This is an optimization exercise on Yosys and OpenROAD, whose aim is small area, not a production implementation.
RTL that was checked went through simulation tests only; none was proved equivalent to the original.
Only the layout flow was run in runs 2 and 3; the RTL was not checked for function there.
Power figures rest on the tool's default switching activity, not on a simulated workload.

===== flow/design.v =====
module fcps (
    input  wire        clk,
    input  wire        rst,
    input  wire        bus_we,
    input  wire [8:0]  bus_addr,
    input  wire [31:0] bus_wdata,
    output reg  [31:0] bus_rdata,
    output wire        irq,
    input  wire        tick,
    output wire        tp_open_req,
    output wire [31:0] tp_baud,
    input  wire        tp_open_ok,
    input  wire        tp_open_err,
    output wire        rts,
    output wire        dtr,
    input  wire        tp_rts_unsup,
    input  wire        tp_dtr_unsup,
    output wire        tp_flush_in,
    output wire        tp_flush_out,
    output wire        tx_valid,
    output wire [7:0]  tx_data,
    input  wire        tx_ready,
    input  wire        tp_wr_err,
    input  wire        rx_valid,
    input  wire [7:0]  rx_data,
    output wire        tp_close
);
    localparam RXCAP = 256;
    localparam [3:0] PH_IDLE = 4'd0, PH_OPEN = 4'd1, PH_RTS = 4'd2, PH_SETTLE1 = 4'd3,
                     PH_DTR = 4'd4, PH_SETTLE2 = 4'd5, PH_PURGE = 4'd6, PH_TX = 4'd7,
                     PH_AWAIT = 4'd8, PH_NEXT = 4'd9, PH_CLOSE = 4'd10, PH_QUIET = 4'd11;
    localparam [3:0] SS_CREATED = 4'd0, SS_LINECOND = 4'd1, SS_PURGED = 4'd2, SS_SENT = 4'd3,
                     SS_AWAITING = 4'd4, SS_DECODED = 4'd5, SS_TIMEDOUT = 4'd6,
                     SS_FRAMEINVALID = 4'd7, SS_DEVERROR = 4'd8, SS_WRITEFAILED = 4'd9,
                     SS_CLOSED = 4'd10;
    localparam [3:0] R_OK = 4'd0, R_EMPTY = 4'd1, R_TOOSHORT = 4'd2, R_DEVERR = 4'd3,
                     R_MISSINGACK = 4'd4, R_MISSINGEND = 4'd5, R_TIMEOUT = 4'd6,
                     R_WRITEERR = 4'd7, R_OPENERR = 4'd8, R_EXHAUSTED = 4'd9, R_NONE = 4'd15;
    localparam [3:0] OP_NOP = 4'h0, OP_ENCODE = 4'h1, OP_DECODE = 4'h2, OP_WAKE = 4'h3,
                     OP_OPEN = 4'h4, OP_PURGE = 4'h5, OP_SEND = 4'h6, OP_AWAIT = 4'h7,
                     OP_CLOSE = 4'h8, OP_RUN = 4'h9, OP_CANCEL = 4'hA;
    reg [31:0]  op_q;
    reg [3:0]   sstate;
    reg         runf, done, topen;
    reg [3:0]   result;
    reg         lcu_rts, lcu_dtr, rx_ovf, rx_late;
    reg [1:0]   operr;
    reg         cancel_pend, close_pend;
    reg [3:0]   phase;
    reg [7:0]   cmdop;
    reg         req_ck;
    reg [7:0]   wlist;
    reg [2:0]   nwake;
    reg [31:0]  baud0, baud1, baud2, baud3;
    reg [2:0]   nbaud;
    reg [1:0]   linecfg;
    reg [31:0]  t_settle, t_quiet, t_resp, t_idle;
    reg [31:0]  txbuf;
    reg [2:0]   txlen;
    reg [8:0]   rxlen;
    reg [8:0]   plen;
    reg [1:0]   bi, wi;
    reg         vi;
    reg [4:0]   att;
    reg [5:0]   attn;
    reg [127:0] hist;
    reg [31:0]  cnt, icnt;
    reg [1:0]   txi, bsel;
    reg [3:0]   outcome, finres;
    reg         rcont, capen;
    reg         rts_q, dtr_q;
    reg [8*RXCAP-1:0] rxbuf;         
    wire busy = (phase != PH_IDLE) || cancel_pend || close_pend;
    function [17:0] wake_seq;
        input [1:0] id;
        case (id)
            2'd0: wake_seq = {2'd0, 8'h00, 8'h00};
            2'd1: wake_seq = {2'd1, 8'h00, 8'h1B};
            2'd2: wake_seq = {2'd2, 8'hAA, 8'h55};
            default: wake_seq = {2'd2, 8'h10, 8'h10};
        endcase
    endfunction
    function [34:0] enc;
        input [7:0] opb;
        input       var_ck;
        input [1:0] wid;
        reg [17:0] w;
        reg [15:0] base;
        reg [1:0]  blen;
        begin
            w    = wake_seq(wid);
            base = var_ck ? {opb ^ 8'hA5, opb} : {8'h00, opb};
            blen = var_ck ? 2'd2 : 2'd1;
            case (w[17:16])
                2'd0: enc = {1'b0, blen, 16'h0000, base};
                2'd1: enc = {{1'b0, blen} + 3'd1, 8'h00, base, w[7:0]};
                default: enc = {{1'b0, blen} + 3'd2, base, w[15:0]};
            endcase
        end
    endfunction
    function [3:0] dec;
        input [8:0] n;
        input [7:0] b0, b1, blast;
        begin
            if (n == 9'd0)                            dec = R_EMPTY;
            else if (n < 9'd2)                        dec = R_TOOSHORT;
            else if (n == 9'd2 && b0 == 8'h8F && b1 == 8'h02) dec = R_DEVERR;
            else if (b0 != 8'hAA)                     dec = R_MISSINGACK;
            else if (blast != 8'hEA)                  dec = R_MISSINGEND;
            else                                      dec = R_OK;
        end
    endfunction
    function [3:0] state_of;
        input [3:0] r;
        case (r)
            R_OK:      state_of = SS_DECODED;
            R_DEVERR:  state_of = SS_DEVERROR;
            R_TIMEOUT: state_of = SS_TIMEDOUT;
            default:   state_of = SS_FRAMEINVALID;
        endcase
    endfunction
    function [31:0] sat_inc;
        input [31:0] v;
        sat_inc = (v == 32'hFFFFFFFF) ? v : v + 32'd1;
    endfunction
    function [1:0] wsel;
        input [7:0] wl;
        input [1:0] idx;
        case (idx)
            2'd0: wsel = wl[1:0];
            2'd1: wsel = wl[3:2];
            2'd2: wsel = wl[5:4];
            default: wsel = wl[7:6];
        endcase
    endfunction
    wire [7:0] last_idx = rxlen[7:0] - 8'd1;
    wire [7:0] rx_b0    = rxbuf[7:0];
    wire [7:0] rx_b1    = rxbuf[15:8];
    wire [7:0] rx_blast = rxbuf[8*last_idx +: 8];
    wire [3:0] dec_now  = dec(rxlen, rx_b0, rx_b1, rx_blast);
    assign irq          = done;
    assign tp_open_req  = (phase == PH_OPEN);
    assign tp_baud      = (bsel == 2'd0) ? baud0 : (bsel == 2'd1) ? baud1 :
                          (bsel == 2'd2) ? baud2 : baud3;
    assign rts          = rts_q;
    assign dtr          = dtr_q;
    assign tp_flush_in  = (phase == PH_PURGE);
    assign tp_flush_out = (phase == PH_PURGE);
    assign tx_valid     = (phase == PH_TX);
    assign tx_data      = txbuf[8*txi +: 8];
    assign tp_close     = (phase == PH_CLOSE);
    wire [31:0] status = {8'h00, phase, close_pend, cancel_pend, operr, rx_late, rx_ovf,
                          lcu_dtr, lcu_rts, result, topen, done, runf, busy, sstate};
    wire [31:0] runpos = {10'd0, attn, 3'd0, att, 3'd0, vi, wi, bi};
    wire [6:0] rd_w = bus_addr[8:2];
    always @* begin
        case (rd_w)
            7'h00: bus_rdata = op_q;
            7'h01: bus_rdata = status;
            7'h02: bus_rdata = {23'd0, req_ck, cmdop};
            7'h03: bus_rdata = {21'd0, nwake, wlist};
            7'h04: bus_rdata = baud0;
            7'h05: bus_rdata = baud1;
            7'h06: bus_rdata = baud2;
            7'h07: bus_rdata = baud3;
            7'h08: bus_rdata = {29'd0, nbaud};
            7'h09: bus_rdata = {30'd0, linecfg};
            7'h0A: bus_rdata = t_settle;
            7'h0B: bus_rdata = t_quiet;
            7'h0C: bus_rdata = t_resp;
            7'h0D: bus_rdata = t_idle;
            7'h0E: bus_rdata = txbuf;
            7'h0F: bus_rdata = {29'd0, txlen};
            7'h10: bus_rdata = {23'd0, rxlen};
            7'h11: bus_rdata = {23'd0, plen};
            7'h12: bus_rdata = runpos;
            7'h14: bus_rdata = hist[31:0];
            7'h15: bus_rdata = hist[63:32];
            7'h16: bus_rdata = hist[95:64];
            7'h17: bus_rdata = hist[127:96];
            default:
                if (rd_w[6])
                    bus_rdata = rxbuf[32*rd_w[5:0] +: 32];
                else
                    bus_rdata = 32'd0;
        endcase
    end
    wire [6:0] wr_w   = bus_addr[8:2];
    wire [3:0] opc    = bus_wdata[3:0];
    wire       op_wr  = bus_we && (wr_w == 7'h00);
    wire       badop  = (bus_wdata[7:4] != 4'd0) || bus_wdata[19] ||
                        (bus_wdata[31:22] != 10'd0) || (opc >= 4'hB);
    wire       ss_purgeable = (sstate == SS_PURGED) || (sstate == SS_DECODED) ||
                              (sstate == SS_TIMEDOUT) || (sstate == SS_FRAMEINVALID) ||
                              (sstate == SS_DEVERROR) || (sstate == SS_WRITEFAILED);
    reg        legal;
    always @* begin
        case (opc)
            OP_NOP:    legal = 1'b1;
            OP_ENCODE, OP_DECODE, OP_WAKE: legal = !busy;
            OP_OPEN:   legal = !busy && !topen;
            OP_PURGE:  legal = !busy && topen && ss_purgeable;
            OP_SEND:   legal = !busy && topen && (sstate == SS_PURGED || sstate == SS_DECODED);
            OP_AWAIT:  legal = !busy && (sstate == SS_SENT);
            OP_CLOSE:  legal = 1'b1;
            OP_RUN:    legal = !busy && !topen;
            OP_CANCEL: legal = busy;
            default:   legal = 1'b0;
        endcase
    end
    wire op_accept = op_wr && !badop && legal;
    wire [34:0] enc_host = enc(bus_wdata[15:8], bus_wdata[16], bus_wdata[18:17]);
    wire [17:0] wake_host = wake_seq(bus_wdata[18:17]);
    wire [34:0] enc_run  = enc(cmdop, vi, wsel(wlist, wi));
    wire l1_ok = !busy;
    wire l2_ok = !busy && !topen;
    reg cap_we;              
    always @* begin
        cap_we = 1'b0;
        if (rx_valid) begin
            if (phase == PH_AWAIT) begin
                if (!cancel_pend) begin
                    if (rxlen == 9'd0)
                        cap_we = (cnt < t_resp);
                    else
                        cap_we = !(rxlen == RXCAP || icnt >= t_idle);
                end
            end else if (phase != PH_PURGE && capen && rxlen < RXCAP) begin
                cap_we = 1'b1;
            end
        end
    end
    wire win_we = bus_we && wr_w[6] && l2_ok;
    genvar gi;
    generate
        for (gi = 0; gi < RXCAP; gi = gi + 1) begin : g_rxbuf
            always @(posedge clk) begin
                if (!rst) begin
                    if (cap_we && rxlen[7:0] == 8'(gi))
                        rxbuf[8*gi +: 8] <= rx_data;
                    if (win_we && wr_w[5:0] == 6'(gi / 4))
                        rxbuf[8*gi +: 8] <= bus_wdata[8*(gi % 4) +: 8];
                end
            end
        end
    endgenerate
    task do_finish;
        input [3:0] r;
        input       close_pend_next;
        begin
            result      <= r;
            runf        <= 1'b0;
            rcont       <= 1'b0;
            cancel_pend <= 1'b0;
            phase       <= PH_IDLE;
            if (!close_pend_next) done <= 1'b1;
        end
    endtask
    task do_abort;
        begin
            cancel_pend <= 1'b0;
            capen       <= 1'b0;
            if (phase == PH_TX) sstate <= SS_WRITEFAILED;
            if (phase == PH_AWAIT) begin
                sstate <= SS_TIMEDOUT;
                plen   <= 9'd0;
                if (rx_valid) rx_late <= 1'b1;
            end
            if (runf && (phase == PH_TX || phase == PH_AWAIT)) begin
                hist[4*att +: 4] <= R_TIMEOUT;
                attn <= {1'b0, att} + 6'd1;
            end
            if (topen && (runf || close_pend || phase == PH_SETTLE1 || phase == PH_SETTLE2)) begin
                finres <= R_TIMEOUT;
                rcont  <= 1'b0;
                phase  <= PH_CLOSE;
            end else begin
                do_finish(R_TIMEOUT, close_pend);
            end
        end
    endtask
    task do_outcome;
        input [3:0] x;
        begin
            capen <= 1'b0;
            if (rx_valid) rx_late <= 1'b1;
            if (x == R_TIMEOUT) begin
                sstate <= SS_TIMEDOUT;
                plen   <= 9'd0;
            end else begin
                plen   <= (x == R_OK) ? rxlen - 9'd2 : 9'd0;
                sstate <= state_of(x);
            end
            if (runf) begin
                outcome <= x;
                phase   <= PH_NEXT;
            end else begin
                do_finish(x, close_pend);
            end
        end
    endtask
    always @(posedge clk) begin
        if (rst) begin
            op_q <= 32'd0; sstate <= SS_CREATED; runf <= 1'b0; done <= 1'b0; topen <= 1'b0;
            result <= R_NONE; lcu_rts <= 1'b0; lcu_dtr <= 1'b0; rx_ovf <= 1'b0; rx_late <= 1'b0;
            operr <= 2'd0; cancel_pend <= 1'b0; close_pend <= 1'b0; phase <= PH_IDLE;
            cmdop <= 8'hC2; req_ck <= 1'b0; wlist <= 8'hE4; nwake <= 3'd4;
            baud0 <= 32'd9600; baud1 <= 32'd4800; baud2 <= 32'd0; baud3 <= 32'd0;
            nbaud <= 3'd2; linecfg <= 2'b11;
            t_settle <= 32'd500; t_quiet <= 32'd500; t_resp <= 32'd1000; t_idle <= 32'd10;
            txbuf <= 32'd0; txlen <= 3'd0; rxlen <= 9'd0; plen <= 9'd0;
            bi <= 2'd0; wi <= 2'd0; vi <= 1'b0; att <= 5'd0; attn <= 6'd0;
            hist <= {128{1'b1}};
            cnt <= 32'd0; icnt <= 32'd0; txi <= 2'd0; bsel <= 2'd0;
            outcome <= R_NONE; finres <= R_NONE; rcont <= 1'b0; capen <= 1'b0;
            rts_q <= 1'b0; dtr_q <= 1'b0;
        end else begin
            case (phase)
                PH_IDLE: begin
                    if (close_pend) begin
                        cancel_pend <= 1'b0;
                        if (topen) begin
                            finres <= result;
                            done   <= 1'b0;
                            phase  <= PH_CLOSE;
                        end else begin
                            sstate     <= SS_CLOSED;
                            close_pend <= 1'b0;
                            done       <= 1'b1;
                        end
                    end else if (cancel_pend) begin
                        cancel_pend <= 1'b0;
                    end
                end
                PH_OPEN: begin
                    if (tp_open_err) begin
                        sstate <= SS_CLOSED;
                        if (runf) begin
                            hist[4*att +: 4] <= R_OPENERR;
                            attn <= {1'b0, att} + 6'd1;
                        end
                        do_finish(R_OPENERR, close_pend);
                    end else if (tp_open_ok) begin
                        topen <= 1'b1;
                        rts_q <= linecfg[0];
                        dtr_q <= linecfg[1];
                        if (cancel_pend) begin
                            cancel_pend <= 1'b0;
                            finres <= R_TIMEOUT;
                            rcont  <= 1'b0;
                            phase  <= PH_CLOSE;
                        end else begin
                            phase <= PH_RTS;
                        end
                    end
                end
                PH_RTS: begin
                    rts_q   <= 1'b0;
                    lcu_rts <= lcu_rts | tp_rts_unsup;
                    cnt     <= 32'd0;
                    phase   <= PH_SETTLE1;
                end
                PH_SETTLE1: begin
                    if (cancel_pend)            do_abort;
                    else if (cnt >= t_settle)   phase <= PH_DTR;
                    else if (tick)              cnt <= sat_inc(cnt);
                end
                PH_DTR: begin
                    dtr_q   <= 1'b0;
                    lcu_dtr <= lcu_dtr | tp_dtr_unsup;
                    cnt     <= 32'd0;
                    phase   <= PH_SETTLE2;
                end
                PH_SETTLE2: begin
                    if (cancel_pend)            do_abort;
                    else if (cnt >= t_settle) begin
                        sstate <= SS_LINECOND;
                        phase  <= PH_PURGE;
                    end else if (tick)          cnt <= sat_inc(cnt);
                end
                PH_PURGE: begin
                    rxlen   <= 9'd0;
                    rx_ovf  <= 1'b0;
                    rx_late <= 1'b0;
                    capen   <= 1'b1;
                    sstate  <= SS_PURGED;
                    if (runf) begin
                        txbuf <= enc_run[31:0];
                        txlen <= enc_run[34:32];
                        txi   <= 2'd0;
                        phase <= PH_TX;
                    end else begin
                        do_finish(R_OK, close_pend);
                    end
                end
                PH_TX: begin
                    if (cancel_pend) begin
                        do_abort;
                    end else if (tp_wr_err) begin
                        sstate <= SS_WRITEFAILED;
                        capen  <= 1'b0;
                        if (runf) begin
                            outcome <= R_WRITEERR;
                            phase   <= PH_NEXT;
                        end else begin
                            do_finish(R_WRITEERR, close_pend);
                        end
                    end else if (tx_ready) begin
                        if ({1'b0, txi} == txlen - 3'd1) begin
                            if (runf) begin
                                sstate <= SS_AWAITING;
                                cnt    <= 32'd0;
                                phase  <= PH_AWAIT;
                            end else begin
                                sstate <= SS_SENT;
                                do_finish(R_OK, close_pend);
                            end
                        end else begin
                            txi <= txi + 2'd1;
                        end
                    end
                end
                PH_AWAIT: begin
                    if (cancel_pend) begin
                        do_abort;
                    end else if (rxlen == 9'd0) begin
                        if (cnt >= t_resp)      do_outcome(R_TIMEOUT);
                        else if (rx_valid)      rxlen <= 9'd1;
                        else if (tick)          cnt <= sat_inc(cnt);
                    end else begin
                        if (rxlen == RXCAP || icnt >= t_idle)
                            do_outcome(dec_now);
                        else if (rx_valid)
                            rxlen <= rxlen + 9'd1;
                    end
                end
                PH_NEXT: begin
                    hist[4*att +: 4] <= outcome;
                    attn <= {1'b0, att} + 6'd1;
                    if (outcome == R_OK) begin
                        finres <= R_OK;
                        rcont  <= 1'b0;
                        phase  <= PH_CLOSE;
                    end else if (vi == 1'b0) begin
                        vi  <= 1'b1;
                        att <= att + 5'd1;
                        cnt <= 32'd0;
                        phase <= PH_QUIET;
                    end else if ({1'b0, wi} + 3'd1 < nwake) begin
                        wi  <= wi + 2'd1;
                        vi  <= 1'b0;
                        att <= att + 5'd1;
                        cnt <= 32'd0;
                        phase <= PH_QUIET;
                    end else if ({1'b0, bi} + 3'd1 < nbaud) begin
                        bi  <= bi + 2'd1;
                        wi  <= 2'd0;
                        vi  <= 1'b0;
                        att <= att + 5'd1;
                        rcont <= 1'b1;
                        phase <= PH_CLOSE;
                    end else begin
                        finres <= R_EXHAUSTED;
                        rcont  <= 1'b0;
                        phase  <= PH_CLOSE;
                    end
                end
                PH_CLOSE: begin
                    topen      <= 1'b0;
                    capen      <= 1'b0;
                    rts_q      <= 1'b0;
                    dtr_q      <= 1'b0;
                    sstate     <= SS_CLOSED;
                    close_pend <= 1'b0;
                    if (runf && rcont) begin
                        rcont <= 1'b0;
                        cnt   <= 32'd0;
                        phase <= PH_QUIET;
                    end else begin
                        do_finish(finres, 1'b0);
                    end
                end
                PH_QUIET: begin
                    if (cancel_pend) begin
                        do_abort;
                    end else if (cnt >= t_quiet) begin
                        if (topen) begin
                            phase <= PH_PURGE;
                        end else begin
                            sstate <= SS_CREATED;
                            bsel   <= bi;
                            phase  <= PH_OPEN;
                        end
                    end else if (tick) begin
                        cnt <= sat_inc(cnt);
                    end
                end
                default: ;
            endcase
            if (phase != PH_AWAIT && rx_valid && phase != PH_PURGE) begin
                if (capen) begin
                    if (rxlen < RXCAP) rxlen <= rxlen + 9'd1;
                    else               rx_ovf <= 1'b1;
                end else if (topen) begin
                    rx_late <= 1'b1;
                end
            end
            if (cap_we)                  icnt <= 32'd0;
            else if (phase == PH_PURGE)  icnt <= 32'd0;
            else if (tick)               icnt <= sat_inc(icnt);
            if (bus_we) begin
                case (wr_w)
                    7'h00: begin
                        if (badop) begin
                            operr <= 2'd1;
                        end else if (!legal) begin
                            operr <= 2'd2;
                        end else begin
                            op_q  <= bus_wdata;
                            operr <= 2'd0;
                            if (!((opc == OP_NOP || opc == OP_CANCEL || opc == OP_CLOSE) && busy))
                                done <= 1'b0;
                            case (opc)
                                OP_NOP: if (!busy) done <= 1'b1;
                                OP_ENCODE: begin
                                    txlen  <= enc_host[34:32];
                                    txbuf  <= enc_host[31:0];
                                    result <= R_OK;
                                    done   <= 1'b1;
                                end
                                OP_DECODE: begin
                                    result <= dec_now;
                                    plen   <= (dec_now == R_OK) ? rxlen - 9'd2 : 9'd0;
                                    done   <= 1'b1;
                                end
                                OP_WAKE: begin
                                    txlen  <= {1'b0, wake_host[17:16]};
                                    txbuf  <= {16'd0, wake_host[15:0]};
                                    result <= R_OK;
                                    done   <= 1'b1;
                                end
                                OP_OPEN: begin
                                    bsel    <= bus_wdata[21:20];
                                    lcu_rts <= 1'b0;
                                    lcu_dtr <= 1'b0;
                                    sstate  <= SS_CREATED;
                                    phase   <= PH_OPEN;
                                end
                                OP_PURGE: phase <= PH_PURGE;
                                OP_SEND: begin
                                    txbuf <= enc_host[31:0];
                                    txlen <= enc_host[34:32];
                                    txi   <= 2'd0;
                                    if (sstate == SS_DECODED) begin
                                        rxlen   <= 9'd0;
                                        rx_ovf  <= 1'b0;
                                        rx_late <= 1'b0;
                                        icnt    <= 32'd0;
                                        capen   <= 1'b1;
                                    end
                                    phase <= PH_TX;
                                end
                                OP_AWAIT: begin
                                    sstate <= SS_AWAITING;
                                    cnt    <= 32'd0;
                                    phase  <= PH_AWAIT;
                                end
                                OP_CLOSE: begin
                                    if (busy) begin
                                        cancel_pend <= 1'b1;
                                        close_pend  <= 1'b1;
                                    end else if (topen) begin
                                        finres <= R_OK;
                                        phase  <= PH_CLOSE;
                                    end else begin
                                        sstate <= SS_CLOSED;
                                        result <= R_OK;
                                        done   <= 1'b1;
                                    end
                                end
                                OP_RUN: begin
                                    bi <= 2'd0; wi <= 2'd0; vi <= 1'b0;
                                    att <= 5'd0; attn <= 6'd0;
                                    hist <= {128{1'b1}};
                                    lcu_rts <= 1'b0; lcu_dtr <= 1'b0; rcont <= 1'b0;
                                    if (nbaud == 3'd0 || nwake == 3'd0) begin
                                        result <= R_EXHAUSTED;
                                        done   <= 1'b1;
                                    end else begin
                                        runf   <= 1'b1;
                                        sstate <= SS_CREATED;
                                        bsel   <= 2'd0;
                                        phase  <= PH_OPEN;
                                    end
                                end
                                OP_CANCEL: cancel_pend <= 1'b1;
                                default: ;
                            endcase
                        end
                    end
                    7'h02: if (l1_ok) begin cmdop <= bus_wdata[7:0]; req_ck <= bus_wdata[8]; end
                    7'h03: if (l1_ok) begin
                        wlist <= bus_wdata[7:0];
                        nwake <= (bus_wdata[10:8] > 3'd4) ? 3'd4 : bus_wdata[10:8];
                    end
                    7'h04: if (l2_ok) baud0 <= bus_wdata;
                    7'h05: if (l2_ok) baud1 <= bus_wdata;
                    7'h06: if (l2_ok) baud2 <= bus_wdata;
                    7'h07: if (l2_ok) baud3 <= bus_wdata;
                    7'h08: if (l2_ok) nbaud <= (bus_wdata[2:0] > 3'd4) ? 3'd4 : bus_wdata[2:0];
                    7'h09: if (l2_ok) linecfg <= bus_wdata[1:0];
                    7'h0A: if (l1_ok) t_settle <= bus_wdata;
                    7'h0B: if (l1_ok) t_quiet  <= bus_wdata;
                    7'h0C: if (l1_ok) t_resp   <= bus_wdata;
                    7'h0D: if (l1_ok) t_idle   <= bus_wdata;
                    7'h10: if (l2_ok) rxlen <= (bus_wdata[8:0] > RXCAP) ? RXCAP : bus_wdata[8:0];
                    default: ;
                endcase
            end
        end
    end
endmodule

===== flow/run.sh =====
#!/bin/bash
# synth_recipe.tcl (not shown) runs the flow's synth.tcl, then flattens the netlist and writes it again
# the make line also repeats each setting of config.mk as NAME=value (left out here)
make -C /OpenROAD-flow-scripts/flow DESIGN_CONFIG=/design/flow/config.mk WORK_HOME=/design/flow/orfs CLKGATE_MAP_FILE= SYNTH_SCRIPT=/design/flow/synth_recipe.tcl finish

===== flow/config.mk =====
export PLATFORM = sky130hd
export DESIGN_NAME = fcps
export DESIGN_NICKNAME = fcps
export VERILOG_FILES = /design/flow/design.v
export SDC_FILE = /design/flow/constraint.sdc
export NUM_CORES = 8
export LEC_CHECK = 0
export CAP_MARGIN = 20
export CORE_MARGIN = 2
export CORE_UTILIZATION = 25
export SLEW_MARGIN = 20

===== flow/constraint.sdc =====
create_clock -name core_clock -period 20.0 [get_ports {clk}]
set_input_delay 4.0000 -clock core_clock [delete_from_list [all_inputs] [get_ports {clk}]]
set_output_delay 4.0000 -clock core_clock [all_outputs]
set_load 0.01 [all_outputs]

==> results of run 1 <==
## critical path, delay by kind of cell
| kind | cells | cell delay [ns] |
|---|---|---|
| multiplexers | 3 | 1.81 |
| AND/OR/NAND/NOR | 2 | 0.89 |
| buffers and inverters | 4 | 2.62 |
## cell usage after synthesis (65+ instances only)
library cell  instances
edfxtp_1           2048
clkbuf_1            970
inv_1               285
nand3_1             365
nor4bb_1            104
a22oi_1             187
nor2b_1              89
a31oi_1             216
ha_1                157
nand4_1             140
nand2_1            5206
a21oi_1             614
nor3_1              135
a221o_1              65
buf_2               136
mux4_2              805
a221oi_1             97
buf_1               157
dfxtp_1             613
o21ai_0             582
nor2_1              679
and3_1               67
o211ai_1            140
## metal layers
| metal | up-vias | track usage | share of wire |
|---|---|---|---|
| li1 | 52580 | - | - |
| met1 | 64550 | 0.2911 | 0.35 |
| met2 | 12870 | 0.3154 | 0.39 |
| met3 | 2665 | 0.1108 | 0.18 |
| met4 | 58 | 0.1661 | 0.085 |
| met5 | - | 0.004951 | 0.0011 |
## layout by cell type (no fill, tap or decap), drive strengths merged, types with 65 or more instances in the layout
master,Yosys,routed
nand2,5207,5207
edfxtp,2048,2048
mux4,809,809
nor2,683,683
a21oi,614,614
dfxtp,613,613
o21ai,588,588
buf,334,388
clkbuf,970,377
nand3,365,365
inv,286,300
a31oi,216,216
a22oi,187,187
ha,157,157
nand4,140,140
o211ai,140,140
nor3,138,138
clkinv,3,112
a221oi,105,105
nor4bb,104,104
diode,0,98
clkdlybuf4s50,0,92
nor2b,89,89
and3,67,67
a221o,65,65
## cell families after synthesis
group	share of synthesized area
compound gates	0.1062
xor+xnor	0.004402
fa+ha+maj	0.01339
buf+inv	0.04328
flops	0.5030
mux	0.1266
simple gates	0.2031
## power by group
part / total (mW) / internal, mW / leakage [nW] / switching, mW
registers: 5.96 / 5.95 / 23.4 / 0.00664
logic: 1.05 / 0.259 / 28.1 / 0.796
clock network: 5.59 / 3.08 / 4.61 / 2.51
total: 12.6 / 9.29 / 56.0 / 3.31
## per-stage QoR
| stage | total power [mW] | hold WS (ns) |
|---|---|---|
| after detailed placement | 7.042 | 0.4434 |
| after global placement | 7.028 | 0.4394 |
| final | 12.60 | 0.4541 |
| after global routing | 12.75 | 0.4696 |
| after CTS | 12.48 | 0.4513 |
| after floorplan | 6.564 | 0.4315 |
## final cells by class
class	count	area (sq um)	area share
inverters	289	1096	0.006619
flip-flops and latches	2661	73780	0.4456
well taps	7782	9737	0.05880
repair buffers	480	4055	0.02449
diodes	98	245.2	0.001481
clock inverters	151	1409	0.008508
clock buffers	377	8010	0.04837
multi-input cells	10580	67260	0.4062
## final timing paths
path | startpoint | endpoint | slack, ns | depth (start not counted)
setup / recovery | bus_addr[2] | bus_rdata[28] | 6.41 | 9
hold / removal | op_q[0] | op_q[0] | 0.45 | 2
setup reg to reg | rxlen[0] | result[0] | 11.67 | 16
hold reg to reg | op_q[0] | op_q[0] | 0.45 | 2
==> impl_metrics.json, run 1 <==
{
  "avgSynthCellArea_sq_um": 9.890,
  "hp-class": "reg -> reg",
  "vias": 132700,
  "power_leakage_nw": 56.02,
  "cp-end-kind": "output port",
  "boundaryPins": 140,
  "largest_reg_flops": 2048,
  "post_cts_buffers": 0,
  "fin_util": 0.2830,
  "finish.instance_area_sq_um": 165600,
  "row_count": 281,
  "dp_hpwl_um": 500600,
  "fmax_ghz": 0.07359,
  "first_global_vias": 117300,
  "cts_max_level": 5,
  "synth-edff-count": 2048,
  "place.gp.congestion": 1.061,
  "routed_wl_um": 728800,
  "worstPathCellList": "buf_8 -> buf_4 -> buf_4 -> mux4_2 -> mux4_2 -> mux4_2 -> nand2_1 -> nand4_1 -> clkdlybuf4s50_1",
  "antenna_found_initial": 115,
  "crit_path_start_kind": "input port",
  "place_ws_ns": 6.664,
  "syn_area_sq_um": 146700,
  "crit_path_max_incr_delay_ns": 0.86,
  "ant_nets": 0,
  "status": "timing/DRC/antenna clean",
  "synth_seq_area_share": 0.5030,
  "finalNonFillerCells": 22420,
  "root_buffer": "clkbuf_16",
  "rsz0062_at_grt": "false",
  "layout-drive-gt1-share": 0.1270,
  "crit_arrival_ns": 9.59,
  "placed_cell_area_sq_um": 155800,
  "fp.dieH_um": 770.0,
  "synth_top_area_frac": 0.4193,
  "postCtsHoldBufs": 0,
  "dieArea_sq_um": 592800,
  "cts_resized": 0,
  "fin_crit_ns": 13.59,
  "synthesis.nets": 15050,
  "port_buffers": 137,
  "grt_max_degree": 145,
  "ir_drop_v": 0.00006382,
  "skew_ns": 0.1263,
  "drc": 0,
  "nFillCells": 60900,
  "post-route-period-util": 0.6794,
  "tritoncts": "done",
  "drt_first_iter_violations": 25570,
  "grt_pass1_wl_um": 979300,
  "synth.distinct_cells": 98,
  "crit_top_cell": "mux4_2",
  "drv_slew": 0,
  "cts_sinks": 2661,
  "clk_pin_slew_worst_paths_ns": 0.06,
  "yosys_warnings": 1,
  "die_width_um": 770.0,
  "grt.overflow.total": 0,
  "p_per_area_nw_per_um2": 76.08,
  "routedWlPerCell_um": 32.52,
  "reg_top3": "rxbuf: 2048 flops, hist: 128 flops",
  "finalSetupViolations": 0,
  "viasPerCell": 5.921,
  "grt_use_total": 0.2343,
  "synthCells": 14830,
  "first_pass_iters": 12,
  "core_area_sq_um": 585000,
  "start_util": 0.2507,
  "cts_buffers": 294,
  "netlist_top_cells_area": "edfxtp_1 (42%), nand2_1 (13%), mux4_2 (12%), dfxtp_1 (8.4%), clkbuf_1 (2.5%)",
  "max_flop_register": "rxbuf",
  "hold_viol": 0,
  "place_inst": 21790,
  "setup_tns_ns": 0,
  "relSlewSlack": 0.07999,
  "cp_max_fo": 58,
  "cap_violations": 0,
  "setup_ws_ns": 6.411,
  "area_delta_synth_final_pct": 12.90,
  "critPathSlowestCell": "buf_4",
  "crit_type": "in -> out",
  "cts_buffer_depth": 4,
  "synth_top_area_cell": "edfxtp_1",
  "ys.flop_type": "edfxtp_1",
  "worst_pin_slew_ns": 1.380,
  "critPathRequiredTime_ns": 16.00,
  "ys_ff_latch": 2661,
  "nNetsFinal": 14520,
  "clock_latency_ns": 1.06,
  "async_flop_share": 0
}
==> run 2: changes to the inputs <==
--- a/flow/design.v
+++ b/flow/design.v
@@ -134,9 +134,13 @@
         endcase
     endfunction
+    reg  [7:0] lastb;
     wire [7:0] last_idx = rxlen[7:0] - 8'd1;
     wire [7:0] rx_b0    = rxbuf[7:0];
     wire [7:0] rx_b1    = rxbuf[15:8];
-    wire [7:0] rx_blast = rxbuf[8*last_idx +: 8];
-    wire [3:0] dec_now  = dec(rxlen, rx_b0, rx_b1, rx_blast);
+    wire [3:0] dec_now  = dec(rxlen, rx_b0, rx_b1, lastb);
+    wire [8:0] rxlen_host = (bus_wdata[8:0] > RXCAP) ? RXCAP : bus_wdata[8:0];
+    wire [7:0] host_lidx  = rxlen_host[7:0] - 8'd1;
+    wire [5:0]  win_sel  = bus_addr[8] ? bus_addr[7:2] : host_lidx[7:2];
+    wire [31:0] win_word = rxbuf[32*win_sel +: 32];
     assign irq          = done;
     assign tp_open_req  = (phase == PH_OPEN);
@@ -181,5 +185,5 @@
             default:
                 if (rd_w[6])
-                    bus_rdata = rxbuf[32*rd_w[5:0] +: 32];
+                    bus_rdata = win_word;
                 else
                     bus_rdata = 32'd0;
@@ -232,17 +236,28 @@
     end
     wire win_we = bus_we && wr_w[6] && l2_ok;
+    wire [5:0] wa_word = win_we ? wr_w[5:0] : rxlen[7:2];
+    wire [3:0] wa_lane = win_we ? 4'b1111 : (4'b0001 << rxlen[1:0]);
+    wire       wa_any  = win_we | cap_we;
+    wire [31:0] wa_data = win_we ? bus_wdata : {4{rx_data}};
     genvar gi;
     generate
         for (gi = 0; gi < RXCAP; gi = gi + 1) begin : g_rxbuf
             always @(posedge clk) begin
-                if (!rst) begin
-                    if (cap_we && rxlen[7:0] == 8'(gi))
-                        rxbuf[8*gi +: 8] <= rx_data;
-                    if (win_we && wr_w[5:0] == 6'(gi / 4))
-                        rxbuf[8*gi +: 8] <= bus_wdata[8*(gi % 4) +: 8];
-                end
+                if (!rst && wa_any && wa_word == 6'(gi / 4) && wa_lane[gi % 4])
+                    rxbuf[8*gi +: 8] <= wa_data[8*(gi % 4) +: 8];
             end
         end
     endgenerate
+    wire rxlen_wr = bus_we && (wr_w == 7'h10) && l2_ok;
+    always @(posedge clk) begin
+        if (!rst) begin
+            if (rxlen_wr)
+                lastb <= win_word[8*host_lidx[1:0] +: 8];
+            else if (cap_we)
+                lastb <= rx_data;
+            else if (win_we && wr_w[5:0] == last_idx[7:2])
+                lastb <= bus_wdata[8*last_idx[1:0] +: 8];
+        end
+    end
     task do_finish;
         input [3:0] r;
@@ -614,5 +629,5 @@
                     7'h0C: if (l1_ok) t_resp   <= bus_wdata;
                     7'h0D: if (l1_ok) t_idle   <= bus_wdata;
-                    7'h10: if (l2_ok) rxlen <= (bus_wdata[8:0] > RXCAP) ? RXCAP : bus_wdata[8:0];
+                    7'h10: if (l2_ok) rxlen <= rxlen_host;
                     default: ;
                 endcase
--- a/flow/config.mk
+++ b/flow/config.mk
@@ -8,4 +8,5 @@
 export CAP_MARGIN = 20
 export CORE_MARGIN = 2
-export CORE_UTILIZATION = 25
+export CORE_UTILIZATION = 50
+export CTS_BUF_LIST = sky130_fd_sc_hd__clkbuf_4 sky130_fd_sc_hd__clkbuf_8
 export SLEW_MARGIN = 20
==> run 2 against run 1 <==
  * Via count decreased by 28%
  * Power is 4.5% lower
  * Largest cell class unchanged
  * First-iteration DRC count decreased by 47%
  * Largest power group unchanged
==> impl_metrics.json, run 2 <==
{
  "ys_ff_latch": 2669,
  "cts_buffer_depth": 4,
  "start_util": 0.5020,
  "netlist_top_cells_area": "edfxtp_1 (52%), dfxtp_1 (10%), nand2_1 (8.1%), nand3_1 (3.3%), a21oi_1 (2.6%)",
  "power_leakage_nw": 46.26,
  "cts_max_level": 5,
  "crit_path_start_kind": "input port",
  "fmax_ghz": 0.06477,
  "critPathRequiredTime_ns": 16.00,
  "grt_max_degree": 157,
  "p_int_mw": 8.828,
  "crit_path_max_incr_delay_ns": 0.87,
  "synth_top_area_frac": 0.5180,
  "synthCells": 10900,
  "place.gp.congestion": 1.018,
  "cp-end-kind": "output port",
  "grt.overflow.total": 0,
  "hp-class": "reg -> reg",
  "dieArea_sq_um": 242300,
  "synthesis.nets": 11120,
  "critPathTopFamily": "buffers and inverters",
  "netSwitchingFraction": 0.2664,
  "status": "timing/DRC/antenna clean",
  "whs_endpoint": "t_resp[4]",
  "nFillCells": 20160,
  "cts_resized": 0,
  "largest_reg_flops": 2048,
  "holdPathStages": 2,
  "syn_area_sq_um": 119200,
  "rrSetupSlack_ns": 12.40,
  "postCtsHoldBufs": 0,
  "ys.flop_type": "edfxtp_1",
  "setup_tns_ns": 0,
  "area_delta_synth_final_pct": 11.28,
  "die_width_um": 492.2,
  "drv_slew": 0,
  "tritoncts": "done",
  "p_sw_mw": 3.206,
  "port_buffers": 137,
  "skew_ns": 0.1196,
  "cts_sinks": 2669,
  "relSlewSlack": 0.1036,
  "critPathSlowestCell": "a41oi_1",
  "reg_top3": "rxbuf: 2048 flops, hist: 128 flops",
  "layout-drive-gt1-share": 0.1103,
  "synth_commonest_cells": "nand2_1 (2583), edfxtp_1 (2056), nand3_1 (795)",
  "row_count": 179,
  "synth_seq_area_share": 0.6210,
  "routed_wl_um": 498200,
  "vias": 95140,
  "cts_buffers": 449,
  "r2r_start": "rxlen[1]",
  "path_buf_inv": 7,
  "ff_latch_area_sq_um": 74010,
  "first_pass_iters": 7,
  "worst_pin_slew_ns": 1.336,
  "viasPerCell": 6.540,
  "async_flop_share": 0,
  "worstPathCellList": "buf_2 -> buf_4 -> nor2b_2 -> buf_4 -> inv_2 -> ha_1 -> nor2b_1 -> a221oi_4 -> buf_12 -> buf_4 -> nand2_1 -> and3_1 -> a311oi_1 -> o21ai_0 -> nand3_1 -> nor3_1 -> a41oi_1 -> nand2_1 -> nand4_1 -> clkdlybuf4s50_1",
  "nNetsFinal": 11250,
  "clk_pin_slew_worst_paths_ns": 0.05,
  "synth-edff-count": 2056,
  "dp_hpwl_um": 326300,
  "cap_violations": 0,
  "power_frac_clock": 0.396,
  "avgSynthCellArea_sq_um": 10.93,
  "rsz0062_at_grt": "false",
  "hold_viol": 0,
  "place_inst": 13750,
  "drt_first_iter_violations": 13440,
  "ant_nets": 0,
  "drc": 0,
  "yosys_warnings": 1,
  "grt_use_total": 0.4012,
  "synth_top_area_cell": "edfxtp_1",
  "synth.distinct_cells": 97,
  "crit_top_cell": "buf_4",
  "crit_type": "in -> out",
  "crit_arrival_ns": 11.44,
  "max_flop_register": "rxbuf",
  "first_global_vias": 87900,
  "cp_max_fo": 126,
  "clock_latency_ns": 1.15,
  "p_per_area_nw_per_um2": 90.75,
  "hp-start": "t_resp[4]",
  "placed_cell_area_sq_um": 124000,
  "r2r_cells": 14,
  "p_comb_frac": 0.104,
  "final_common_cell": "nand2_1",
  "crit_start": "bus_wdata[0]",
  "final_cell_mix": "nand2_1 (2571), edfxtp_1 (2056), nand3_1 (793), nor2_1 (653), a21oi_1 (612)",
  "root_buffer": "clkbuf_8",
  "p_seq_frac": 0.500,
  "routedWlPerCell_um": 34.25,
  "grt_pass1_wl_um": 687400,
  "r2r_end": "rxbuf[1341]",
  "fin_crit_ns": 15.44,
  "post_cts_buffers": 0,
  "finalSetupViolations": 0,
  "multi_input_area_sq_um": 41510,
  "finalNonFillerCells": 14550,
  "ir_drop_v": 0.00007553,
  "fp.dieH_um": 492.2,
  "core_area_sq_um": 237400,
  "post-route-period-util": 0.7720,
  "synth_most_common_cell": "nand2_1",
  "boundaryPins": 140,
  "antenna_found_initial": 42,
  "finish.instance_area_sq_um": 132600
}
-- run 2: area by class of cell --
type	count	area share
antenna	25	0.0004717
inverter	189	0.005350
sequential	2669	0.5581
clock inverter	134	0.005350
timing repair buffer	441	0.02897
multi-input combinational	7281	0.3130
tap	3167	0.02988
clock buffer	641	0.05884
-- run 2: metrics by stage --
stage / utilization / power (mW) / hold WS, ns / setup slack [ns]
after detailed placement: 0.5224 / 7.335 / 0.4482 / 4.922
after global routing: 0.5584 / 12.31 / 0.4750 / 4.566
after CTS: 0.5583 / 12.01 / 0.4556 / 4.891
after floorplan: - / 6.752 / 0.4357 / 8.510
final: 0.5586 / 12.03 / 0.4547 / 4.560
after global placement: 0.5222 / 7.321 / 0.4420 / 4.919
-- run 2: power groups by stage --
stage                     clock network, mW  registers (mW)  logic, mW
after floorplan                           0            6.14      0.616
after global placement                    0            6.13       1.19
after detailed placement                  0            6.13       1.20
after CTS                              4.79            6.02       1.20
after global routing                   5.02            6.02       1.27
final                                  4.77            6.02       1.25
-- run 2: kinds of logic (layout without fill, tap and decap cells) --
kind of cell               count (synthesis)  after routing  share of synthesized area
and+or+nand+nor                         4648           4648                     0.1676
DFF                                     2669           2669                     0.6210
AOI/OAI and AO/OA                       2036           2036                     0.1156
buffers and inverters                    953           1405                    0.03502
muxes                                    372            372                    0.03929
adders and majority gates                158            158                    0.01659
xor gates and xnor gates                  67             67                   0.004924
other                                      0             25                          0
-- run 2: worst max-delay path by stage --
stage	endpoint	slack [ns]	cells past startpoint
final	bus_rdata[24]	4.56	20
after global routing	bus_rdata[24]	4.57	20
after CTS	bus_rdata[7]	4.89	19
after detailed placement	bus_rdata[7]	4.92	19
after global placement	bus_rdata[7]	4.92	19
after floorplan	bus_rdata[9]	8.51	20
-- run 2: layer usage --
metal,share of wire,global-route usage,wire (um),up-vias
met5,0.00037,0,186,-
met3,0.11,0.09988,54840,1462
met4,0.085,0.2877,42440,30
met2,0.44,0.6044,219600,6329
li1,-,-,-,40390
met1,0.36,0.5065,181100,46930
-- run 2: worst min-delay path, delay by kind of cell (launching register included) --
kind / cells / cell delay, ns
simple gates: 1 / 0.05
flops: 1 / 0.30
compound gates: 1 / 0.05
==> run 3: changes to the inputs <==
--- a/flow/design.v
+++ b/flow/design.v
@@ -56,6 +56,8 @@
     reg [1:0]   linecfg;
     reg [31:0]  t_settle, t_quiet, t_resp, t_idle;
-    reg [31:0]  txbuf;
-    reg [2:0]   txlen;
+    reg         tx_w;
+    reg [1:0]   tx_wid;
+    reg         tx_ck;
+    reg [7:0]   tx_op;
     reg [8:0]   rxlen;
     reg [8:0]   plen;
@@ -65,5 +67,6 @@
     reg [5:0]   attn;
     reg [127:0] hist;
-    reg [31:0]  cnt, icnt;
+    reg [31:0]  cnt, icnt;      
+    wire        cnt_z = (cnt == 32'd0);
     reg [1:0]   txi, bsel;
     reg [3:0]   outcome, finres;
@@ -134,13 +137,24 @@
         endcase
     endfunction
+    wire [17:0] tx_wseq = wake_seq(tx_wid);
+    wire [34:0] tx_enc  = enc(tx_op, tx_ck, tx_wid);
+    wire [31:0] txbuf   = tx_w ? {16'd0, tx_wseq[15:0]} : tx_enc[31:0];
+    wire [2:0]  txlen   = tx_w ? {1'b0, tx_wseq[17:16]} : tx_enc[34:32];
     reg  [7:0] lastb;
     wire [7:0] last_idx = rxlen[7:0] - 8'd1;
     wire [7:0] rx_b0    = rxbuf[7:0];
     wire [7:0] rx_b1    = rxbuf[15:8];
-    wire [3:0] dec_now  = dec(rxlen, rx_b0, rx_b1, lastb);
+    wire [3:0] dec_cap  = dec(rxlen, rx_b0, rx_b1, lastb);       
+    wire [3:0] dec_now;                                         
     wire [8:0] rxlen_host = (bus_wdata[8:0] > RXCAP) ? RXCAP : bus_wdata[8:0];
-    wire [7:0] host_lidx  = rxlen_host[7:0] - 8'd1;
-    wire [5:0]  win_sel  = bus_addr[8] ? bus_addr[7:2] : host_lidx[7:2];
-    wire [31:0] win_word = rxbuf[32*win_sel +: 32];
+    wire [5:0]  win_sel  = bus_addr[8] ? bus_addr[7:2] : last_idx[7:2];
+    wire [63:0] win_oh   = 64'd1 << win_sel;
+    reg  [31:0] win_word;
+    integer wk;
+    always @* begin
+        win_word = 32'd0;
+        for (wk = 0; wk < 64; wk = wk + 1)
+            if (win_oh[wk]) win_word = win_word | rxbuf[32*wk +: 32];
+    end
     assign irq          = done;
     assign tp_open_req  = (phase == PH_OPEN);
@@ -158,35 +172,14 @@
     wire [31:0] runpos = {10'd0, attn, 3'd0, att, 3'd0, vi, wi, bi};
     wire [6:0] rd_w = bus_addr[8:2];
+    wire [32*24-1:0] regw = {hist, 32'd0, runpos, {23'd0, plen}, {23'd0, rxlen},
+                             {29'd0, txlen}, txbuf, t_idle, t_resp, t_quiet, t_settle,
+                             {30'd0, linecfg}, {29'd0, nbaud}, baud3, baud2, baud1, baud0,
+                             {21'd0, nwake, wlist}, {23'd0, req_ck, cmdop}, status, op_q};
+    wire [31:0] reg_oh = (rd_w[6:5] == 2'b00) ? (32'd1 << rd_w[4:0]) : 32'd0;
+    integer rk;
     always @* begin
-        case (rd_w)
-            7'h00: bus_rdata = op_q;
-            7'h01: bus_rdata = status;
-            7'h02: bus_rdata = {23'd0, req_ck, cmdop};
-            7'h03: bus_rdata = {21'd0, nwake, wlist};
-            7'h04: bus_rdata = baud0;
-            7'h05: bus_rdata = baud1;
-            7'h06: bus_rdata = baud2;
-            7'h07: bus_rdata = baud3;
-            7'h08: bus_rdata = {29'd0, nbaud};
-            7'h09: bus_rdata = {30'd0, linecfg};
-            7'h0A: bus_rdata = t_settle;
-            7'h0B: bus_rdata = t_quiet;
-            7'h0C: bus_rdata = t_resp;
-            7'h0D: bus_rdata = t_idle;
-            7'h0E: bus_rdata = txbuf;
-            7'h0F: bus_rdata = {29'd0, txlen};
-            7'h10: bus_rdata = {23'd0, rxlen};
-            7'h11: bus_rdata = {23'd0, plen};
-            7'h12: bus_rdata = runpos;
-            7'h14: bus_rdata = hist[31:0];
-            7'h15: bus_rdata = hist[63:32];
-            7'h16: bus_rdata = hist[95:64];
-            7'h17: bus_rdata = hist[127:96];
-            default:
-                if (rd_w[6])
-                    bus_rdata = win_word;
-                else
-                    bus_rdata = 32'd0;
-        endcase
+        bus_rdata = rd_w[6] ? win_word : 32'd0;
+        for (rk = 0; rk < 24; rk = rk + 1)
+            if (reg_oh[rk]) bus_rdata = bus_rdata | regw[32*rk +: 32];
     end
     wire [6:0] wr_w   = bus_addr[8:2];
@@ -214,7 +207,4 @@
     end
     wire op_accept = op_wr && !badop && legal;
-    wire [34:0] enc_host = enc(bus_wdata[15:8], bus_wdata[16], bus_wdata[18:17]);
-    wire [17:0] wake_host = wake_seq(bus_wdata[18:17]);
-    wire [34:0] enc_run  = enc(cmdop, vi, wsel(wlist, wi));
     wire l1_ok = !busy;
     wire l2_ok = !busy && !topen;
@@ -226,5 +216,5 @@
                 if (!cancel_pend) begin
                     if (rxlen == 9'd0)
-                        cap_we = (cnt < t_resp);
+                        cap_we = !cnt_z;
                     else
                         cap_we = !(rxlen == RXCAP || icnt >= t_idle);
@@ -249,15 +239,64 @@
         end
     endgenerate
-    wire rxlen_wr = bus_we && (wr_w == 7'h10) && l2_ok;
+    always @(posedge clk)
+        if (cap_we) lastb <= rx_data;
+    assign dec_now = dec(rxlen, rx_b0, rx_b1, win_word[8*last_idx[1:0] +: 8]);
+    wire w_cmd   = bus_we && wr_w == 7'h02 && l1_ok;
+    wire w_wake  = bus_we && wr_w == 7'h03 && l1_ok;
+    wire w_baud0 = bus_we && wr_w == 7'h04 && l2_ok;
+    wire w_baud1 = bus_we && wr_w == 7'h05 && l2_ok;
+    wire w_baud2 = bus_we && wr_w == 7'h06 && l2_ok;
+    wire w_baud3 = bus_we && wr_w == 7'h07 && l2_ok;
+    wire w_nbaud = bus_we && wr_w == 7'h08 && l2_ok;
+    wire w_line  = bus_we && wr_w == 7'h09 && l2_ok;
+    wire w_tset  = bus_we && wr_w == 7'h0A && l1_ok;
+    wire w_tqui  = bus_we && wr_w == 7'h0B && l1_ok;
+    wire w_tresp = bus_we && wr_w == 7'h0C && l1_ok;
+    wire w_tidle = bus_we && wr_w == 7'h0D && l1_ok;
+    wire w_op    = op_accept;
     always @(posedge clk) begin
-        if (!rst) begin
-            if (rxlen_wr)
-                lastb <= win_word[8*host_lidx[1:0] +: 8];
-            else if (cap_we)
-                lastb <= rx_data;
-            else if (win_we && wr_w[5:0] == last_idx[7:2])
-                lastb <= bus_wdata[8*last_idx[1:0] +: 8];
+        if (rst || w_op)    op_q     <= rst ? 32'd0 : (bus_wdata & 32'h0037FF0F);  
+        if (rst || w_cmd)   {req_ck, cmdop} <= rst ? 9'h0C2 : bus_wdata[8:0];
+        if (rst || w_wake) begin
+            wlist <= rst ? 8'hE4 : bus_wdata[7:0];
+            nwake <= rst ? 3'd4 : ((bus_wdata[10:8] > 3'd4) ? 3'd4 : bus_wdata[10:8]);
         end
+        if (rst || w_baud0) baud0    <= rst ? 32'd9600 : bus_wdata;
+        if (rst || w_baud1) baud1    <= rst ? 32'd4800 : bus_wdata;
+        if (rst || w_baud2) baud2    <= rst ? 32'd0 : bus_wdata;
+        if (rst || w_baud3) baud3    <= rst ? 32'd0 : bus_wdata;
+        if (rst || w_nbaud) nbaud    <= rst ? 3'd2 : ((bus_wdata[2:0] > 3'd4) ? 3'd4 : bus_wdata[2:0]);
+        if (rst || w_line)  linecfg  <= rst ? 2'b11 : bus_wdata[1:0];
+        if (rst || w_tset)  t_settle <= rst ? 32'd500 : bus_wdata;
+        if (rst || w_tqui)  t_quiet  <= rst ? 32'd500 : bus_wdata;
+        if (rst || w_tresp) t_resp   <= rst ? 32'd1000 : bus_wdata;
+        if (rst || w_tidle) t_idle   <= rst ? 32'd10 : bus_wdata;
     end
+    wire tx_run  = (phase == PH_PURGE) && runf;
+    wire tx_host = op_accept && (opc == OP_ENCODE || opc == OP_WAKE || opc == OP_SEND);
+    always @(posedge clk) begin
+        if (rst || tx_run || tx_host) begin
+            tx_w   <= rst || (!tx_run && opc == OP_WAKE);
+            tx_wid <= rst ? 2'd0 : tx_run ? wsel(wlist, wi) : bus_wdata[18:17];
+        end
+        if (tx_run || tx_host) begin
+            tx_ck  <= tx_run ? vi : bus_wdata[16];
+            tx_op  <= tx_run ? cmdop : bus_wdata[15:8];
+        end
+    end
+    wire       h_next = (phase == PH_NEXT);
+    wire       h_open = (phase == PH_OPEN) && tp_open_err && runf;
+    wire       h_abrt = cancel_pend && runf && (phase == PH_TX || phase == PH_AWAIT);
+    wire       h_we   = h_next || h_open || h_abrt;
+    wire [3:0] h_val  = h_next ? outcome : h_open ? R_OPENERR : R_TIMEOUT;
+    wire       h_clr  = rst || (op_accept && opc == OP_RUN);
+    genvar hi;
+    generate
+        for (hi = 0; hi < 32; hi = hi + 1) begin : g_hist
+            always @(posedge clk)
+                if (h_clr || (h_we && att == 5'(hi)))
+                    hist[4*hi +: 4] <= h_clr ? 4'hF : h_val;
+        end
+    endgenerate
     task do_finish;
         input [3:0] r;
@@ -283,5 +322,4 @@
             end
             if (runf && (phase == PH_TX || phase == PH_AWAIT)) begin
-                hist[4*att +: 4] <= R_TIMEOUT;
                 attn <= {1'b0, att} + 6'd1;
             end
@@ -317,15 +355,10 @@
     always @(posedge clk) begin
         if (rst) begin
-            op_q <= 32'd0; sstate <= SS_CREATED; runf <= 1'b0; done <= 1'b0; topen <= 1'b0;
+            sstate <= SS_CREATED; runf <= 1'b0; done <= 1'b0; topen <= 1'b0;
             result <= R_NONE; lcu_rts <= 1'b0; lcu_dtr <= 1'b0; rx_ovf <= 1'b0; rx_late <= 1'b0;
             operr <= 2'd0; cancel_pend <= 1'b0; close_pend <= 1'b0; phase <= PH_IDLE;
-            cmdop <= 8'hC2; req_ck <= 1'b0; wlist <= 8'hE4; nwake <= 3'd4;
-            baud0 <= 32'd9600; baud1 <= 32'd4800; baud2 <= 32'd0; baud3 <= 32'd0;
-            nbaud <= 3'd2; linecfg <= 2'b11;
-            t_settle <= 32'd500; t_quiet <= 32'd500; t_resp <= 32'd1000; t_idle <= 32'd10;
-            txbuf <= 32'd0; txlen <= 3'd0; rxlen <= 9'd0; plen <= 9'd0;
+            rxlen <= 9'd0; plen <= 9'd0;
             bi <= 2'd0; wi <= 2'd0; vi <= 1'b0; att <= 5'd0; attn <= 6'd0;
-            hist <= {128{1'b1}};
-            cnt <= 32'd0; icnt <= 32'd0; txi <= 2'd0; bsel <= 2'd0;
+            icnt <= 32'd0; txi <= 2'd0; bsel <= 2'd0;
             outcome <= R_NONE; finres <= R_NONE; rcont <= 1'b0; capen <= 1'b0;
             rts_q <= 1'b0; dtr_q <= 1'b0;
@@ -352,5 +385,4 @@
                         sstate <= SS_CLOSED;
                         if (runf) begin
-                            hist[4*att +: 4] <= R_OPENERR;
                             attn <= {1'b0, att} + 6'd1;
                         end
@@ -373,24 +405,24 @@
                     rts_q   <= 1'b0;
                     lcu_rts <= lcu_rts | tp_rts_unsup;
-                    cnt     <= 32'd0;
+                    cnt     <= t_settle;
                     phase   <= PH_SETTLE1;
                 end
                 PH_SETTLE1: begin
                     if (cancel_pend)            do_abort;
-                    else if (cnt >= t_settle)   phase <= PH_DTR;
-                    else if (tick)              cnt <= sat_inc(cnt);
+                    else if (cnt_z)   phase <= PH_DTR;
+                    else if (tick)              cnt <= cnt - 32'd1;
                 end
                 PH_DTR: begin
                     dtr_q   <= 1'b0;
                     lcu_dtr <= lcu_dtr | tp_dtr_unsup;
-                    cnt     <= 32'd0;
+                    cnt     <= t_settle;
                     phase   <= PH_SETTLE2;
                 end
                 PH_SETTLE2: begin
                     if (cancel_pend)            do_abort;
-                    else if (cnt >= t_settle) begin
+                    else if (cnt_z) begin
                         sstate <= SS_LINECOND;
                         phase  <= PH_PURGE;
-                    end else if (tick)          cnt <= sat_inc(cnt);
+                    end else if (tick)          cnt <= cnt - 32'd1;
                 end
                 PH_PURGE: begin
@@ -401,6 +433,4 @@
                     sstate  <= SS_PURGED;
                     if (runf) begin
-                        txbuf <= enc_run[31:0];
-                        txlen <= enc_run[34:32];
                         txi   <= 2'd0;
                         phase <= PH_TX;
@@ -425,5 +455,5 @@
                             if (runf) begin
                                 sstate <= SS_AWAITING;
-                                cnt    <= 32'd0;
+                                cnt    <= t_resp;
                                 phase  <= PH_AWAIT;
                             end else begin
@@ -440,10 +470,10 @@
                         do_abort;
                     end else if (rxlen == 9'd0) begin
-                        if (cnt >= t_resp)      do_outcome(R_TIMEOUT);
+                        if (cnt_z)      do_outcome(R_TIMEOUT);
                         else if (rx_valid)      rxlen <= 9'd1;
-                        else if (tick)          cnt <= sat_inc(cnt);
+                        else if (tick)          cnt <= cnt - 32'd1;
                     end else begin
                         if (rxlen == RXCAP || icnt >= t_idle)
-                            do_outcome(dec_now);
+                            do_outcome(dec_cap);
                         else if (rx_valid)
                             rxlen <= rxlen + 9'd1;
@@ -451,5 +481,4 @@
                 end
                 PH_NEXT: begin
-                    hist[4*att +: 4] <= outcome;
                     attn <= {1'b0, att} + 6'd1;
                     if (outcome == R_OK) begin
@@ -460,5 +489,5 @@
                         vi  <= 1'b1;
                         att <= att + 5'd1;
-                        cnt <= 32'd0;
+                        cnt <= t_quiet;
                         phase <= PH_QUIET;
                     end else if ({1'b0, wi} + 3'd1 < nwake) begin
@@ -466,5 +495,5 @@
                         vi  <= 1'b0;
                         att <= att + 5'd1;
-                        cnt <= 32'd0;
+                        cnt <= t_quiet;
                         phase <= PH_QUIET;
                     end else if ({1'b0, bi} + 3'd1 < nbaud) begin
@@ -490,5 +519,5 @@
                     if (runf && rcont) begin
                         rcont <= 1'b0;
-                        cnt   <= 32'd0;
+                        cnt   <= t_quiet;
                         phase <= PH_QUIET;
                     end else begin
@@ -499,5 +528,5 @@
                     if (cancel_pend) begin
                         do_abort;
-                    end else if (cnt >= t_quiet) begin
+                    end else if (cnt_z) begin
                         if (topen) begin
                             phase <= PH_PURGE;
@@ -508,5 +537,5 @@
                         end
                     end else if (tick) begin
-                        cnt <= sat_inc(cnt);
+                        cnt <= cnt - 32'd1;
                     end
                 end
@@ -532,5 +561,4 @@
                             operr <= 2'd2;
                         end else begin
-                            op_q  <= bus_wdata;
                             operr <= 2'd0;
                             if (!((opc == OP_NOP || opc == OP_CANCEL || opc == OP_CLOSE) && busy))
@@ -539,6 +567,4 @@
                                 OP_NOP: if (!busy) done <= 1'b1;
                                 OP_ENCODE: begin
-                                    txlen  <= enc_host[34:32];
-                                    txbuf  <= enc_host[31:0];
                                     result <= R_OK;
                                     done   <= 1'b1;
@@ -550,6 +576,4 @@
                                 end
                                 OP_WAKE: begin
-                                    txlen  <= {1'b0, wake_host[17:16]};
-                                    txbuf  <= {16'd0, wake_host[15:0]};
                                     result <= R_OK;
                                     done   <= 1'b1;
@@ -564,6 +588,4 @@
                                 OP_PURGE: phase <= PH_PURGE;
                                 OP_SEND: begin
-                                    txbuf <= enc_host[31:0];
-                                    txlen <= enc_host[34:32];
                                     txi   <= 2'd0;
                                     if (sstate == SS_DECODED) begin
@@ -578,5 +600,5 @@
                                 OP_AWAIT: begin
                                     sstate <= SS_AWAITING;
-                                    cnt    <= 32'd0;
+                                    cnt    <= t_resp;
                                     phase  <= PH_AWAIT;
                                 end
@@ -597,5 +619,4 @@
                                     bi <= 2'd0; wi <= 2'd0; vi <= 1'b0;
                                     att <= 5'd0; attn <= 6'd0;
-                                    hist <= {128{1'b1}};
                                     lcu_rts <= 1'b0; lcu_dtr <= 1'b0; rcont <= 1'b0;
                                     if (nbaud == 3'd0 || nwake == 3'd0) begin
@@ -614,19 +635,4 @@
                         end
                     end
-                    7'h02: if (l1_ok) begin cmdop <= bus_wdata[7:0]; req_ck <= bus_wdata[8]; end
-                    7'h03: if (l1_ok) begin
-                        wlist <= bus_wdata[7:0];
-                        nwake <= (bus_wdata[10:8] > 3'd4) ? 3'd4 : bus_wdata[10:8];
-                    end
-                    7'h04: if (l2_ok) baud0 <= bus_wdata;
-                    7'h05: if (l2_ok) baud1 <= bus_wdata;
-                    7'h06: if (l2_ok) baud2 <= bus_wdata;
-                    7'h07: if (l2_ok) baud3 <= bus_wdata;
-                    7'h08: if (l2_ok) nbaud <= (bus_wdata[2:0] > 3'd4) ? 3'd4 : bus_wdata[2:0];
-                    7'h09: if (l2_ok) linecfg <= bus_wdata[1:0];
-                    7'h0A: if (l1_ok) t_settle <= bus_wdata;
-                    7'h0B: if (l1_ok) t_quiet  <= bus_wdata;
-                    7'h0C: if (l1_ok) t_resp   <= bus_wdata;
-                    7'h0D: if (l1_ok) t_idle   <= bus_wdata;
                     7'h10: if (l2_ok) rxlen <= rxlen_host;
                     default: ;
==> flow/config.mk (replaced) <==
export PLATFORM = sky130hd
export DESIGN_NAME = fcps
export DESIGN_NICKNAME = fcps
export VERILOG_FILES = /design/flow/design.v
export SDC_FILE = /design/flow/constraint.sdc
export NUM_CORES = 8
export LEC_CHECK = 0
export CAP_MARGIN = 0
export CORE_MARGIN = 2
export CORE_UTILIZATION = 50
export CTS_BUF_LIST = sky130_fd_sc_hd__clkbuf_16
export CTS_CLUSTER_DIAMETER = 60
export CTS_CLUSTER_SIZE = 25
export SLEW_MARGIN = 0
==> run 3 against run 2 <==
  * Setup slack gained 0.18 ns
  * Sequential power increased by 2%
  * Clock power down 14%
  * Critical path type unchanged
  * Via count shrank 18%
  * The layout now fails its checks (capacitance limit)
  * Utilization rose by 0.094 points
  * Power is 8.8% lower
  * Count of clock-buffer cells in the layout decreased by 460
  * Non-clock buffer count is 7 lower
  * Largest power group unchanged
  * Clock skew is 0.068 ns lower
  * Wire length down 9.7%
==> impl_metrics.json, run 3 <==
{
  "synth_most_common_cell": "edfxtp_1",
  "synth_commonest_cells": "edfxtp_1 (2526), nand2_1 (605), nor2_1 (586)",
  "fp.dieH_um": 468.1,
  "rsz0062_at_grt": "false",
  "synth.distinct_cells": 100,
  "drt_first_iter_violations": 15600,
  "p_seq_frac": 0.562,
  "start_util": 0.5024,
  "antenna_found_initial": 40,
  "routed_wl_um": 450000,
  "cp_max_fo": 80,
  "post_cts_buffers": 0,
  "hold_ws_ns": 0.4908,
  "viasPerCell": 7.334,
  "synth_top_area_frac": 0.7042,
  "grt.overflow.total": 0,
  "yosys.area_share.simple": 0.08575,
  "grt_use_total": 0.4038,
  "synth_seq_area_share": 0.7238,
  "skew_ns": 0.05199,
  "first_global_vias": 70880,
  "power_leakage_nw": 37.54,
  "avgSynthCellArea_sq_um": 14.42,
  "critPathTopFamily": "simple AND/OR/NAND/NOR gates",
  "power_frac_clock": 0.373,
  "boundaryPins": 140,
  "synth.mux.area_fraction": 0.01753,
  "synth_top_family_by_area": "compound AO/OA/AOI/OAI gates",
  "clk_pin_slew_worst_paths_ns": 0.05,
  "clock_latency_ns": 0.92,
  "yosys_warnings": 1,
  "p_comb_frac": 0.065,
  "cts_buffer_depth": 3,
  "drc": 0,
  "so.violations": "capacitance limit",
  "final_cell_mix": "edfxtp_1 (2526), nand2_1 (568), nor2_1 (563), a22oi_1 (444), buf_4 (288)",
  "crit_path_start_kind": "input port",
  "port_buffers": 137,
  "netSwitchingFraction": 0.2518,
  "cp-end-kind": "output port",
  "async_flop_share": 0,
  "ys.flop_type": "edfxtp_1",
  "vias": 77840,
  "crit_path_max_incr_delay_ns": 0.99,
  "synth_top_area_cell": "edfxtp_1",
  "synthCells": 7470,
  "cts_sinks": 2631,
  "p_sw_mw": 2.764,
  "area_delta_synth_final_pct": 11.38,
  "core_area_sq_um": 214400,
  "hold_viol": 0,
  "worstPathCellList": "buf_2 -> nor2_1 -> a211oi_4 -> buf_4 -> nand3_1 -> nor2_4 -> buf_12 -> a222oi_1 -> a31oi_1 -> nor4_1 -> and4b_1 -> o21ai_0 -> clkdlybuf4s50_1",
  "cts_buffers": 177,
  "nFillCells": 17200,
  "synthesis.nets": 7594,
  "fin_crit_ns": 15.26,
  "row_count": 170,
  "die_width_um": 468.1,
  "final_common_cell": "edfxtp_1",
  "synth_compound_area_frac": 0.1382,
  "root_buffer": "clkbuf_16",
  "p_per_area_nw_per_um2": 91.48,
  "fmax_ghz": 0.06551,
  "reg_top3": "rxbuf: 2048 flops, hist: 128 flops",
  "dp_hpwl_um": 287100,
  "netlist_top_cells_area": "edfxtp_1 (70%), a22oi_1 (3.1%), nand2_1 (2.1%), nor2_1 (2.0%), dfxtp_1 (2.0%)",
  "cts_max_level": 4,
  "first_pass_iters": 10,
  "cts_resized": 0,
  "synth_fa_ha_area_frac": 0.007435,
  "tritoncts": "done",
  "layout-drive-gt1-share": 0.1129,
  "place.gp.congestion": 0.9920,
  "hp-class": "reg -> reg",
  "grt_max_degree": 93,
  "postCtsHoldBufs": 0,
  "crit_type": "in -> out",
  "worst_pin_slew_ns": 1.521,
  "syn_area_sq_um": 107700,
  "critPathRequiredTime_ns": 16.00,
  "ys_ff_latch": 2631,
  "dieArea_sq_um": 219100,
  "synth_xor_area_frac": 0.004716,
  "status": "complete, but fails checks",
  "grt_pass1_wl_um": 604200,
  "finalSetupViolations": 0,
  "setup_tns_ns": 0,
  "p_int_mw": 8.211,
  "crit_arrival_ns": 11.26,
  "max_flop_register": "rxbuf",
  "largest_reg_flops": 2048,
  "cap_violations": 2,
  "critPathSlowestCell": "o21ai_0",
  "ant_nets": 0,
  "routedWlPerCell_um": 42.39,
  "ir_drop_v": 0.0001112,
  "relSlewSlack": -0.01638,
  "drv_slew": 9,
  "nNetsFinal": 7711,
  "post-route-period-util": 0.7632,
  "path_buf_inv": 4,
  "synth-edff-count": 2526
}
## run 3: cell types whose count changed after synthesis, sizes merged, moves of 107 or more
cell	previous run	this run
a222oi	51	185
clkbuf	395	281
buf	369	215
a22o	35	142
dfxtp	613	105
edfxtp	2056	2526
a22oi	117	444
nand3	795	200
nand2	2583	605
a21oi	625	264
mux2i	272	48
## run 3: cells by family after synthesis
logic type	Yosys count
muxes	132
buffers and inverters	592
adders and majority gates	64
and+or+nand+nor	1970
DFF	2631
AOI/OAI and AO/OA	2023
xor gates and xnor gates	58
## run 3: power by group through the flow
stage | Combinational [mW] | Clock, mW | Sequential [mW]
floorplan | 0.292 | 0 | 6.28
global placement | 0.670 | 0 | 6.29
detailed placement | 0.678 | 0 | 6.29
CTS | 0.679 | 4.08 | 6.17
global route | 0.715 | 4.27 | 6.17
finish | 0.716 | 4.09 | 6.17
## run 3: path summary, 6_finish.rpt
| path | startpoint | to | slack, ns | cells past startpoint |
|---|---|---|---|---|
| hold reg to reg | rts_q | rts_q | 0.49 | 2 |
| hold / removal | rts_q | rts_q | 0.49 | 2 |
| setup / recovery | bus_addr[8] | bus_rdata[22] | 4.74 | 13 |
| setup reg to reg | rxlen[5] | rxbuf[1951] | 11.75 | 16 |
## run 3: layout make-up
class | count | area [sq um] | area share
Tap cell | 2838 | 3551 | 0.02960
Sequential cell | 2631 | 77960 | 0.6498
Inverter | 96 | 361.6 | 0.003014
Timing Repair Buffer | 434 | 3709 | 0.03091
Multi-Input combinational cell | 4247 | 27960 | 0.2330
Clock buffer | 181 | 4529 | 0.03775
Clock inverter | 146 | 1803 | 0.01503
Antenna cell | 41 | 102.6 | 0.0008552
## run 3: tightest hold or removal path: cells and delay by family, from the launching register on
kind / cells / cell delay, ns
AO/OA/AOI/OAI: 1 / 0.06
AND/OR/NAND/NOR: 1 / 0.07
flip-flops: 1 / 0.32
## run 3: routing by layer
metal  up-vias  global-route usage  share of wire
li1      30290                   -              -
met1     39180              0.5273           0.35
met2      6900              0.5950           0.43
met3      1445              0.1078           0.14
met4        22              0.2675          0.082
met5         -            0.002855        0.00034
## run 3: through the flow
step	cell area, sq um	total power, mW	util	worst slack [ns]	instances
after global routing	119900	11.15	0.5592	5.057	10580
after CTS	119900	10.93	0.5591	5.123	10570
after floorplan	107700	6.571	-	8.793	7470
after detailed placement	113500	6.970	0.5295	5.117	10250
final	120000	10.98	0.5595	4.736	10610
after global placement	113500	6.961	0.5295	5.167	10250

## static timing again, ports no longer ideal
No port has a modelled driver above. Below, the same layouts with a new extraction and two added sets of constraints. Step 1 assumes that a clkbuf_16 drives the clock port and a buf_2 every other input. Step 2 moves the port delays by t, midway between the first and last clock arrival at a register: inputs arrive t later, outputs are due t later. That takes back most of the time a late clock gives input paths. Slacks: no drivers / after step 1 / after step 2; pairs: no drivers / after step 1.
| run | t (ns) | setup WS [ns] | hold WS [ns] |
|---|---|---|---|
| run 1 | 1.139 | 6.411 / 6.317 / 6.317 | 0.454 / 0.454 / 0.454 |
| run 2 | 1.189 | 4.560 / 4.539 / 4.539 | 0.455 / 0.455 / 0.455 |
| run 3 | 0.981 | 4.736 / 4.543 / 4.543 | 0.491 / 0.491 / 0.491 |
The setup slack of run 3, which loses most, moves by -0.193 ns with the drivers and by -0.193 ns with both steps.
